Context: an optimization exercise on an open-source flow, tuned for small area, a short achievable clock period and few clock cycles per item. The choices shown serve that exercise and are no tape-out recipe.
Only simulation tests tie the RTL to the original design; equivalence was not proved.
No activity file was given, so power comes from the tool's default toggle rates.

==> flow/design.v (outline; a module is shown in full before it is edited, if it fits) <==
// module ina228_rmap: 68 lines
// module ina228_codec: 416 lines
// module ina228_field: 49 lines
// module ina228_mul: 996 lines
// module ina228_csa: 11 lines
// module ina228_fa: 4 lines
// module ina228_ha: 4 lines
module ina228_codec (
    input  wire        clk,
    input  wire        rst,           
    input  wire        in_valid,
    output wire        in_ready,
    input  wire [31:0] cmd,
    input  wire [39:0] wi,
    input  wire [79:0] vi,
    input  wire        xerr,
    input  wire [7:0]  xinfo,
    input  wire        ci_rst,
    input  wire        ci_rstacc,
    input  wire [7:0]  ci_convdly,
    input  wire        ci_tempcomp,
    input  wire        ci_adcrange,
    input  wire [3:0]  ci_mode,
    input  wire [2:0]  ci_vbusct,
    input  wire [2:0]  ci_vshct,
    input  wire [2:0]  ci_vtct,
    input  wire [2:0]  ci_avg,
    input  wire [14:0] ki_shunt_cal,
    input  wire [13:0] ki_tempco,
    input  wire [31:0] ki_cur_lsb,
    input  wire [31:0] ki_pwr_lsb,
    output wire        out_valid,
    output wire [39:0] wo,
    output wire [79:0] vo,
    output wire        co_rst,
    output wire        co_rstacc,
    output wire [7:0]  co_convdly,
    output wire        co_tempcomp,
    output wire        co_adcrange,
    output wire [3:0]  co_mode,
    output wire [2:0]  co_vbusct,
    output wire [2:0]  co_vshct,
    output wire [2:0]  co_vtct,
    output wire [2:0]  co_avg,
    output wire [14:0] fo,
    output wire        mo_cont,
    output wire        mo_temp,
    output wire        mo_shunt,
    output wire        mo_bus,
    output wire        mo_shutdown,
    output wire        do_valid,
    output wire [1:0]  do_rw,
    output wire [3:0]  do_nfields,
    output wire [5:0]  do_off,
    output wire [5:0]  do_width,
    output wire        do_sgn,
    output wire [3:0]  flt,
    output wire [7:0]  finfo
);
  // ...
==> flow/flow/run.sh <==
#!/bin/bash
# The standard layout (standard.sh), with these changes to how it is made:
#  - timing repair aims for more setup slack than the clock period needs
#    (SETUP_SLACK_MARGIN, flow/margin.txt), so that it shortens the
#    critical paths; the constraints (constraint.sdc) are not changed;
#  - every port still gets a buffer from buffer_ports, but a plain buf_2
#    instead of the slower and larger cell it picks by default; the buffers
#    of the output ports and of a few lightly loaded inputs are then made
#    buf_1 (flow/ports.tcl).
# standard.sh's own output goes to standard.log; ORFS keeps each step's log
# under orfs/logs.
set -euo pipefail
MARGIN=$(cat flow/margin.txt)
bash standard.sh SETUP_SLACK_MARGIN="$MARGIN" \
    BUFFER_PORTS_ARGS="-buffer_cell sky130_fd_sc_hd__buf_2" \
    POST_GLOBAL_PLACE_TCL="$PWD/flow/ports.tcl" finish > standard.log 2>&1
==> flow/flow/margin.txt <==
9.3
==> flow/flow/ports.tcl <==
# After global placement: buffer_ports gave every port a buf_2. The buffers
# on the output ports drive only the port, and those on the calibration and
# configuration inputs, xinfo and vi[79:40] drive a few loads off the
# critical paths, so a buf_1 is enough for them.
set n 0
foreach bterm [[ord::get_db_block] getBTerms] {
  set name [$bterm getName]
  set io [$bterm getIoType]
  if { $io == "OUTPUT" } {
    set light 1
  } elseif { [regexp {^(ki_|ci_|xinfo)} $name] } {
    set light 1
  } elseif { [regexp {^vi\[([0-9]+)\]$} $name -> bit] && $bit >= 40 } {
    set light 1
  } else {
    set light 0
  }
  if { !$light } { continue }
  set net [$bterm getNet]
  if { $net == "NULL" } { continue }
  foreach iterm [$net getITerms] {
    set inst [$iterm getInst]
    if { [[$inst getMaster] getName] == "sky130_fd_sc_hd__buf_2" } {
      replace_cell [get_cells [$inst getName]] sky130_fd_sc_hd__buf_1
      incr n
    }
  }
}
puts "ports.tcl: $n port buffers made buf_1"
==> flow/standard.sh <==
#!/bin/bash
# synth_recipe.tcl (not shown) runs the flow's synth.tcl, then flattens the netlist and writes it again
# the make line also repeats each setting of config.mk as NAME=value (left out here)
make -C /OpenROAD-flow-scripts/flow DESIGN_CONFIG=/design/flow/config.mk WORK_HOME=/design/flow/orfs CLKGATE_MAP_FILE= SYNTH_SCRIPT=/design/flow/synth_recipe.tcl "${@:-finish}"
==> flow/config.mk <==
export PLATFORM = sky130hd
export DESIGN_NAME = ina228_codec
export DESIGN_NICKNAME = ina228_codec
export VERILOG_FILES = /design/flow/design.v
export SDC_FILE = /design/flow/constraint.sdc
export NUM_CORES = 4
export LEC_CHECK = 0
export ABC_AREA = 1
export CAP_MARGIN = 20
export CORE_MARGIN = 2
export CORE_UTILIZATION = 50
export CTS_BUF_LIST = sky130_fd_sc_hd__clkbuf_8
export PLACE_DENSITY = 0.65
export SLEW_MARGIN = 20
==> flow/constraint.sdc <==
create_clock -name core_clock -period 14.0 [get_ports {clk}]
set_input_delay 2.8000 -clock core_clock [delete_from_list [all_inputs] [get_ports {clk}]]
set_output_delay 2.8000 -clock core_clock [all_outputs]
set_load 0.01 [all_outputs]
==> flow_summary.json, run 1 <==
{
  "power_frac_clock": 0.230,
  "rows": 113,
  "worstHoldEndpoint": "r3_flt[2]",
  "final-clk-cell-share": 0.03760,
  "seq_cells": 498,
  "grtUsageMet3": 0.1596,
  "critical_path.top_delay_family": "buffers and inverters",
  "grt_pass1_wl_mm": 327.9,
  "synth_seq_area_share": 0.2337,
  "p_sw_mw": 3.208,
  "use_met2": 0.6457,
  "fillers": 9132,
  "dpl_worst_slack_ns": 7.136,
  "die_area_um2": 98100,
  "pin_count": 487,
  "p_leak_nw": 23.12,
  "crit_type": "primary input to flip-flop",
  "synth-main-ff-cell": "dfxtp_1",
  "grt_busiest_layer": "met2",
  "r2r_setup_slack_ns": 9.22,
  "dpl_cell_area_um2": 49900,
  "p_comb_frac": 0.465,
  "final_cells": 7950,
  "synth_xor_area_frac": 0.08556,
  "grt_overflow": 0,
  "syn_area_um2": 47810,
  "top_register": "r3_vo",
  "synthTopCellsByCount": "nand2_1, inv_1, o22ai_1, xor2_1, nand3_1",
  "port_buffers": 483,
  "run_status": "timing/DRC/antenna clean"
}
Testbench counts, summed over its fixed seeds: cycles 28,121, items 24,000.
==> inputs of run 2 (changes only) <==
--- a/flow/flow/run.sh
+++ b/flow/flow/run.sh
@@ -5,7 +5,6 @@
 #    critical paths; the constraints (constraint.sdc) are not changed;
 #  - every port still gets a buffer from buffer_ports, but a plain buf_2
-#    instead of the slower and larger cell it picks by default; the buffers
-#    of the output ports and of a few lightly loaded inputs are then made
-#    buf_1 (flow/ports.tcl).
+#    instead of the slower and larger cell it picks by default, and the
+#    output ports' buffers are then made buf_1 (flow/ports.tcl).
 # standard.sh's own output goes to standard.log; ORFS keeps each step's log
 # under orfs/logs.
==> flow/flow/ports.tcl (replaced) <==
# After global placement: the buffers buffer_ports put on the output ports
# drive only the port, so a buf_1 is enough.
set n 0
foreach bterm [[ord::get_db_block] getBTerms] {
  if { [$bterm getIoType] != "OUTPUT" } { continue }
  set net [$bterm getNet]
  if { $net == "NULL" } { continue }
  foreach iterm [$net getITerms] {
    set inst [$iterm getInst]
    if { [[$inst getMaster] getName] == "sky130_fd_sc_hd__buf_2" } {
      replace_cell [get_cells [$inst getName]] sky130_fd_sc_hd__buf_1
      incr n
    }
  }
}
puts "ports.tcl: $n output buffers made buf_1"
--- a/flow/config.mk
+++ b/flow/config.mk
@@ -6,9 +6,7 @@
 export NUM_CORES = 4
 export LEC_CHECK = 0
-export ABC_AREA = 1
 export CAP_MARGIN = 20
 export CORE_MARGIN = 2
-export CORE_UTILIZATION = 50
+export CORE_UTILIZATION = 40
 export CTS_BUF_LIST = sky130_fd_sc_hd__clkbuf_8
-export PLACE_DENSITY = 0.65
 export SLEW_MARGIN = 20
==> flow_summary.json, run 2 <==
{
  "run_status": "timing/DRC/antenna clean",
  "drv_cap": 0,
  "synth_fa_ha_area_frac": 0.2046,
  "synth_xor_area_frac": 0.09017,
  "cts-root-buf": "clkbuf_8",
  "avgSynthCellArea_um2": 8.813,
  "cp_cell_sequence": "buf_8, or4_4, or3_4, nor2_4, nand2_2, or2_1, inv_1, nand2_2, nor2_4, nand2_2, nor2_4, buf_12, buf_12, buf_16",
  "drt_iter0_markers": 7564,
  "clk_pin_slew_worst_paths_ns": 0.06,
  "slew_headroom": 0.1949,
  "final_cell_mix": "a22oi_1, nand2_1, fa_1",
  "worstPathArrival_ns": 5.42,
  "wl_met3_mm": 29.08,
  "yosysWarnings": 2,
  "topRoutingLayerUsed": "met5",
  "pwr-share-seq": 0.289,
  "grt_pass1_vias": 46320,
  "power.density_nw_per_um2": 129.7,
  "slowest_stage": "or4_4",
  "drive_above_1_share": 0.1516,
  "post-route-period-util": 0.3501,
  "synth_edf_count": 120,
  "final_antenna_net_count": 0,
  "pin_count": 487,
  "hold_slack_ns": 0.4060,
  "final_cell_area_um2": 54900,
  "dpl_worst_slack_ns": 7.486,
  "wl_met1_mm": 87.35,
  "ys_types": 99,
  "synth_top_area_share": 0.1637,
  "htreeDepth": 3,
  "setup_viol": 0,
  "critPathRequiredTime_ns": 14.52,
  "finalMaxSlewViolations": 0,
  "end_kind": "flip-flop",
  "rsz0062_at_grt": "true",
  "drt-pass1-iter-count": 10,
  "p_sw_mw": 3.238,
  "num-nets-final": 6528,
  "fin_util": 0.4564,
  "synth_mux_area_frac": 0.04163,
  "ys_ff_latch": 498,
  "synth_top_family_by_area": "compound AO/OA/AOI/OAI gates",
  "wl_per_cell_um": 30.83,
  "synthArstFlopShare": 0,
  "fin_tns_setup_ns": 0,
  "crit_type": "primary input to flip-flop",
  "synth_seq_area_share": 0.2295,
  "die_h_um": 352.8,
  "largest_register_ffs": 80,
  "rows": 127,
  "fmax_mhz": 204.0,
  "p_comb_frac": 0.498,
  "grt_max_degree": 92,
  "fin_skew_ns": 0.08338,
  "synth_compound_area_frac": 0.2345,
  "wl_mm": 227.5,
  "drc": 0,
  "cts_tree": "yes",
  "dp_hpwl_mm": 155.8,
  "layout_setup_ws_ns": 9.099,
  "max_stage_delay_ns": 0.56,
  "min_path_type": "flip-flop to flip-flop",
  "via_per_inst": 6.477,
  "swShare": 0.4546,
  "synth.most_common_cell": "a22oi_1",
  "antenna_found_initial": 12,
  "cts_max_path_buffers": 3,
  "crit_fanout": 11,
  "synthTopCellsByCount": "a22oi_1, nand2_1, clkbuf_1, fa_1, dfxtp_1",
  "power_frac_clock": 0.213,
  "synth_top_area_cell": "fa_1",
  "syn_area_um2": 48660,
  "die_w_um": 352.8,
  "die_area_um2": 124500,
  "fin_crit_ns": 4.901,
  "synth-main-ff-cell": "dfxtp_1",
  "synthCells": 5522,
  "core_area_um2": 120300,
  "cts_hold_buf": 0,
  "wl_met2_mm": 94.35,
  "dpl_cell_area_um2": 51150,
  "internal_power_mw": 3.884,
  "largestRegisters": "r3_vo x80, r2_s x57, r2_c x56",
  "worst_skew_pair.late_latency_ns": 0.83,
  "cts.sinks": 498,
  "syn_to_final_growth_pct": 12.80,
  "final_hold_viol_count": 0,
  "synth_simple_gate_area_frac": 0.1131,
  "start_kind": "primary input",
  "grt_overflow": 0,
  "numCtsBuffers": 86,
  "tightest_slew_ns": 1.199,
  "vias": 47800,
  "start_util": 0.4046,
  "port_buffers": 483,
  "grt_pass1_wl_mm": 326.2,
  "top_register": "r3_vo",
  "p_leak_nw": 21.33,
  "ys_top_cells_by_area": "fa_1, dfxtp_1, edfxtp_1",
  "track_usage": 0.3528,
  "final_common_cell": "a22oi_1",
  "vdd_drop_max_mv": 0.1017
}
==> run 2: repair_timing <==
item                                    CTS  global route
endpoints found under the setup margin  280           206
pin swaps                                 6             8
gates cloned                             20             4
buffers inserted                         61            16
resized for setup                        78            70
==> run 2: final cells by class <==
class | instances | area [um^2]
Sequential cell | 498 | 11240
Antenna cell | 11 | 27.53
Clock buffer | 101 | 1390
Tap cell | 1612 | 2017
Timing Repair Buffer | 695 | 4394
Multi-Input combinational cell | 4059 | 33940
Fill cell | 11750 | 65390
Inverter | 347 | 1314
Clock inverter | 57 | 571.8
==> run 2: cells by family after synthesis <==
group | after synthesis
AND/OR/NAND/NOR | 1157
other | 1
multiplexers | 187
AO/OA/AOI/OAI | 1638
buffers and inverters | 983
flip-flops | 498
adder cells (fa/ha/maj) | 557
XOR/XNOR | 501
==> run 2: power groups by stage <==
stage | clock (mW) | combinational (mW) | sequential, mW
after floorplan | 0 | 2.17 | 1.98
after global placement | 0 | 3.38 | 2.07
after detailed placement | 0 | 3.35 | 2.08
after CTS | 1.54 | 3.43 | 2.05
after global routing | 1.61 | 3.80 | 2.07
final | 1.52 | 3.55 | 2.06
==> run 2: layer usage <==
| layer | GRT usage | vias up |
|---|---|---|
| met5 | 0.008679 | - |
| met4 | 0.2212 | 8 |
| met3 | 0.1110 | 979 |
| met2 | 0.5065 | 3842 |
| met1 | 0.4580 | 23010 |
| li1 | - | 19960 |
==> run 2: worst paths after layout <==
| kind | startpoint | endpoint | slack [ns] | depth (start not counted) |
|---|---|---|---|---|
| worst max-delay path | cmd[22] | cal_cur_lsb[25] | 9.10 | 14 |
| worst min-delay path | r2_flt[1] | r3_flt[1] | 0.41 | 0 |
| worst max register to register | r1_b[9] | r2_c[29] | 9.28 | 12 |
| worst min register to register | r2_flt[1] | r3_flt[1] | 0.41 | 0 |
==> run 2: metrics by stage <==
| stage | cells | total power, mW |
|---|---|---|
| floorplan | 5524 | 4.151 |
| global placement | 7110 | 5.446 |
| detailed placement | 7110 | 5.428 |
| CTS | 7349 | 7.023 |
| global route | 7373 | 7.478 |
| finish | 7380 | 7.122 |
==> run 2: critical path: cells and delay by family <==
family	cells	cell delay [ns]
AND/OR/NAND/NOR	9	2.01
buffers and inverters	5	0.60

==> port drivers added, routing unchanged <==
Ports are ideal in the flow. The routed layouts listed here were re-timed in OpenROAD. Step 1, drivers: a clkbuf_16 drives clk and a buf_2 each remaining input, both assumed. Step 2 moves the port delays by t, midway between the first and last clock arrival at a register: inputs arrive t later, outputs are due t later. That takes back most of the time a late clock gives input paths. Slacks: no drivers / after step 1 / after step 2; pairs: no drivers / after step 1.
run | t, ns | setup WS [ns] | worst data-port slew with drivers (ns) | cell pins on the clock port's net
run 1 | 0.857 | 9.218 / 9.219 / 8.414 | 0.08 | 1
run 2 | 0.867 | 9.099 / 9.138 / 8.270 | 0.13 | 1
After both steps every run listed still meets setup and hold. For run 2, which loses most, drivers alone change the setup slack by +0.039 ns; drivers and shift together by -0.829 ns.
